This design comes from an exercise in tuning for small area, a short achievable clock period and few clock cycles on the open sky130 flow, not from production work.
In this exercise RTL edits were held to simulation tests only and were not proved equivalent to the original.
Power is estimated from default activity; no workload was simulated.

==> 07-10 <==
==> flow/design.v (excerpt) <==
module sprite_atlas_decoder (
    input  wire        clk,
    input  wire        rst_n,
    input  wire        cmd_valid,
    output wire        cmd_ready,
    input  wire [31:0] cmd_data,
    output wire        rsp_valid,
    input  wire        rsp_ready,
    output wire [31:0] rsp_data,
    output wire        fill_valid,
    input  wire        fill_ready,
    output wire [31:0] fill_x,
    output wire [31:0] fill_y,
    output wire [15:0] fill_w,
    output wire [15:0] fill_h,
    output wire [15:0] fill_c
);
==> flow/config.mk <==
export PLATFORM = sky130hd
export DESIGN_NAME = sprite_atlas_decoder
export DESIGN_NICKNAME = sprite_atlas_decoder
export VERILOG_FILES = /design/flow/design.v
export SDC_FILE = /design/flow/constraint.sdc
export NUM_CORES = 4
export LEC_CHECK = 0
export CAP_MARGIN = 20
export CORE_MARGIN = 2
export CORE_UTILIZATION = 40
export CTS_CLUSTER_DIAMETER = 80
export CTS_CLUSTER_SIZE = 25
export SLEW_MARGIN = 20
==> flow/constraint.sdc <==
create_clock -name core_clock -period 12.0 [get_ports {clk}]
set_input_delay 2.4000 -clock core_clock [delete_from_list [all_inputs] [get_ports {clk}]]
set_output_delay 2.4000 -clock core_clock [all_outputs]
set_load 0.01 [all_outputs]
standard.sh (not shown) runs the stock make flow with config.mk's settings and CLKGATE_MAP_FILE= SYNTH_SCRIPT=/design/flow/synth_recipe.tcl, a recipe that flattens the netlist after the stock synthesis.
==> flow/flow/run.sh <==
#!/bin/bash
set -euo pipefail
export SETUP_SLACK_MARGIN=8.5
bash standard.sh > standard_sh.log 2>&1
==> 08-18: changes against 07-10 <==
--- a/flow/design.v
+++ b/flow/design.v
@@ -273,14 +273,15 @@
         .rd_quad(qa), .rd_data(atl_q)
     );
     reg [2:0]  dr_wc, dr_hc;     
     reg        dr_fx, dr_fy;
     reg [3:0]  okn;              
     reg        d_empty;          
     reg [22:0] x0;
+    reg [22:0] y0;               
     function [17:0] mulz;
         input [2:0] m;
         case (m)
             3'd1:    mulz = {2'b0, fz_r};
             3'd2:    mulz = {1'b0, fz_r, 1'b0};
             3'd3:    mulz = zoom3_r;
             default: mulz = {fz_r, 2'b0};
@@ -355,14 +356,16 @@
         else
             rdy_r <= !cw_v_n || (!st_n[3] && !rsk_v_n && !(copy_r_n && st_n[2] && st_n[1]));
     end
     wire [3:0] pk_oh   = cur_rem & (~cur_rem + 4'd1);
     wire       pk_has  = (cur_rem != 4'd0);
     wire [3:0] rem_aft = cur_rem & ~pk_oh;
     wire       cur_take = (rem_aft == 4'd0);
+    wire [5:0] qa_m4    = qa - 6'd4;
+    wire [5:0] qa_nx    = qa_m4 + ((fq == q_last) ? q_skip : 6'd1);
     wire [1:0] pk_k = pk_oh[1] ? 2'd1 : pk_oh[2] ? 2'd2 : pk_oh[3] ? 2'd3 : 2'd0;
     reg [17:0] pk_kz;
     always @(*) begin
         case (pk_k)
             2'd0: pk_kz = 18'd0;
             2'd1: pk_kz = {2'b0, fz_r};
             2'd2: pk_kz = {1'b0, fz_r, 1'b0};
@@ -376,15 +379,17 @@
     palette_color_table_lut u_ct_pix (.index(pk_e), .color(pk_c));
     wire [3:0]  rd_opq = {atl_q[15:12] != 4'd0, atl_q[11:8] != 4'd0,
                           atl_q[7:4] != 4'd0, atl_q[3:0] != 4'd0} | {4{ovr_mask[0]}};
     wire        f_rs    = (fq == 3'd0);
     wire        f_first = f_rs && (fj == 5'd0);
     wire [23:0] xb_s    = {cur_xb, 1'b1} + {{5'd0, fz_r, 2'd0} ^ {23{dr_fx}}, dr_fx};
     wire [22:0] xb_step = xb_s[23:1];
-    wire [24:0] y_s     = {cur_y, 1'b1} + {{8'd0, fz_r} ^ {24{dr_fy}}, dr_fy};
+    wire [23:0] y0x     = {y0[22], y0};
+    wire [23:0] y_base  = f_first ? y0x : cur_y;
+    wire [24:0] y_s     = {y_base, 1'b1} + {{8'd0, fz_r} ^ {24{dr_fy}}, dr_fy};
     wire [23:0] y_step  = y_s[24:1];
     wire d_busy = f_more || pk_has;
     wire d_fin  = (st == E_DRUN) && !d_busy && adv && !rsk_v;
     wire [15:0] atl_q;
     always @(posedge clk) begin
         if (!rst_n) begin
             fv      <= 1'b0;
@@ -399,33 +404,30 @@
                     fc_r <= pk_c;
                 end
                 if (cur_take) begin
                     if (f_more) begin
                         cur_rem <= rd_opq;
                         cur_raw <= atl_q;
                         cur_xb  <= f_rs ? x0 : xb_step;
-                        if (f_rs && !(f_first && !dr_fy)) cur_y <= y_step;
+                        cur_y   <= (f_first && !dr_fy) ? y0x : (f_rs ? y_step : cur_y);
                         if (fq == q_last) begin
                             fq <= 3'd0;
                             fj <= fj + 5'd1;
                             if (fj == j_last) f_more <= 1'b0;
                         end else begin
                             fq <= fq + 3'd1;
                         end
                     end else begin
                         cur_rem <= 4'd0;
                     end
                 end else begin
                     cur_rem <= rem_aft;
                 end
             end
-            qa <= qa - 6'd4 + ((adv && cur_take && f_more) ?
-                               ((fq == q_last) ? q_skip : 6'd1) : 6'd0);
-            if ((st == E_D1) && cmd_fire)
-                cur_y <= {{8{w[31]}}, w[31:16]} + (dr_fy ? {3'b0, mulz(dr_hc[2:0]), 3'd0} : 24'd0);
+            qa <= (adv && cur_take && f_more) ? qa_nx : qa_m4;
             if ((st == E_D2) && cmd_fire && !d_err && !d_empty) begin
                 f_more <= 1'b1;
                 qa     <= qa0;
                 fq     <= 3'd0;
                 fj     <= 5'd0;
             end
         end
@@ -562,14 +564,15 @@
                     bh_r     <= ld_bh;
                     grid_r   <= ld_count[8:6];
                 end
             end
             E_D1: begin
                 if (cmd_fire) begin
                     x0    <= {{7{w[15]}}, w[15:0]} + (dr_fx ? {2'b0, mulz(dr_wc[2:0]), 3'd0} : 23'd0);
+                    y0    <= {{7{w[31]}}, w[31:16]} + (dr_fy ? {2'b0, mulz(dr_hc[2:0]), 3'd0} : 23'd0);
                 end
             end
             default: ;
             endcase
         end
     end
 endmodule
CORE_UTILIZATION = 60   (was 40)
TNS_END_PERCENT = 5   (was not set)
==> comparison <==
08-18 went through all stages and came out clean. 07-10 completed with no timing, DRC or antenna violations. Of 07-10 and 08-18, 08-18 has the higher first-iteration DRC count (gap 21%, measured against 08-18). Between 08-18 and 07-10, the lower clock power is in 08-18 (gap about 2%, measured against 07-10). Against 08-18, the non-clock buffer count of 07-10 is higher by 99. In 08-18 the wire length is lower than in 07-10, by 2.8%. In 07-10 the global-route usage is lower than in 08-18, by 9.1 points. Die area: 07-10 is higher than 08-18 (about 50%). In 07-10 the worst hold slack is worse than in 08-18, by 8.4 ps.
==> figures <==
| item | 08-18 | 07-10 |
|---|---|---|
| Switching power share of the total | 0.230 | 0.237 |
| Run status | complete, no violations | complete, no violations |
| Core Footprint | 163000 um2 | 241000 um2 |
| Hpwl dp | 165000 um | 174000 um |
| Fraction of final layout cells sized beyond drive strength 1 | 0.130 | 0.165 |
| Total number of sequential cells | 2722 | 2699 |
| Count of flip-flops with a built-in enable after synthesis | 1549 | 1526 |
| Aggregate global-route resource usage | 0.306 | 0.215 |
| Critical Path Sink Type | primary output | flip-flop |
| Logic power comb | 0.000972 W | 0.00117 W |
| Average detailed-routed wire length per instance | 27.6 um | 25.6 um |
| Post-CTS Setup Repair Bufs | 103 | 181 |
| Psw | 0.00375 W | 0.00392 W |
| Layout Nets | 7668 | 7689 |
| Final GP Congestion | 0.949 | 0.918 |
| Total of clock buffers placed in the layout | 169 | 178 |
Testbench counts of 07-10, summed over its fixed seeds: cycles 19,116.
Testbench counts of 08-18, summed over its fixed seeds: cycles 19,116.

-- afterwards: timing with drivers on the ports --
The results above use ideal ports. As a check the final layouts listed here were re-extracted and re-timed, cells and wires unchanged. Step 1, drivers: a clkbuf_16 drives clk and a buf_2 each remaining input, both assumed. Step 2 moves the port delays by t, midway between the first and last clock arrival at a register: inputs arrive t later, outputs are due t later. That takes back most of the time a late clock gives input paths. Slacks: no drivers / after step 1 / after step 2; pairs: no drivers / after step 1.
run | t, ns | setup slack, ns | worst hold slack (ns) | latest minus earliest clock arrival (ns)
07-10 | 0.904 | 7.865 / 7.857 / 7.085 | 0.333 / 0.333 / 0.333 | 0.075 / 0.074
08-18 | 0.877 | 7.975 / 7.895 / 7.539 | 0.341 / 0.341 / 0.341 | 0.054 / 0.055
After both steps setup and hold are still met in every run listed. The setup slack of 07-10, which loses most, moves by -0.008 ns with the drivers and by -0.780 ns with both steps.
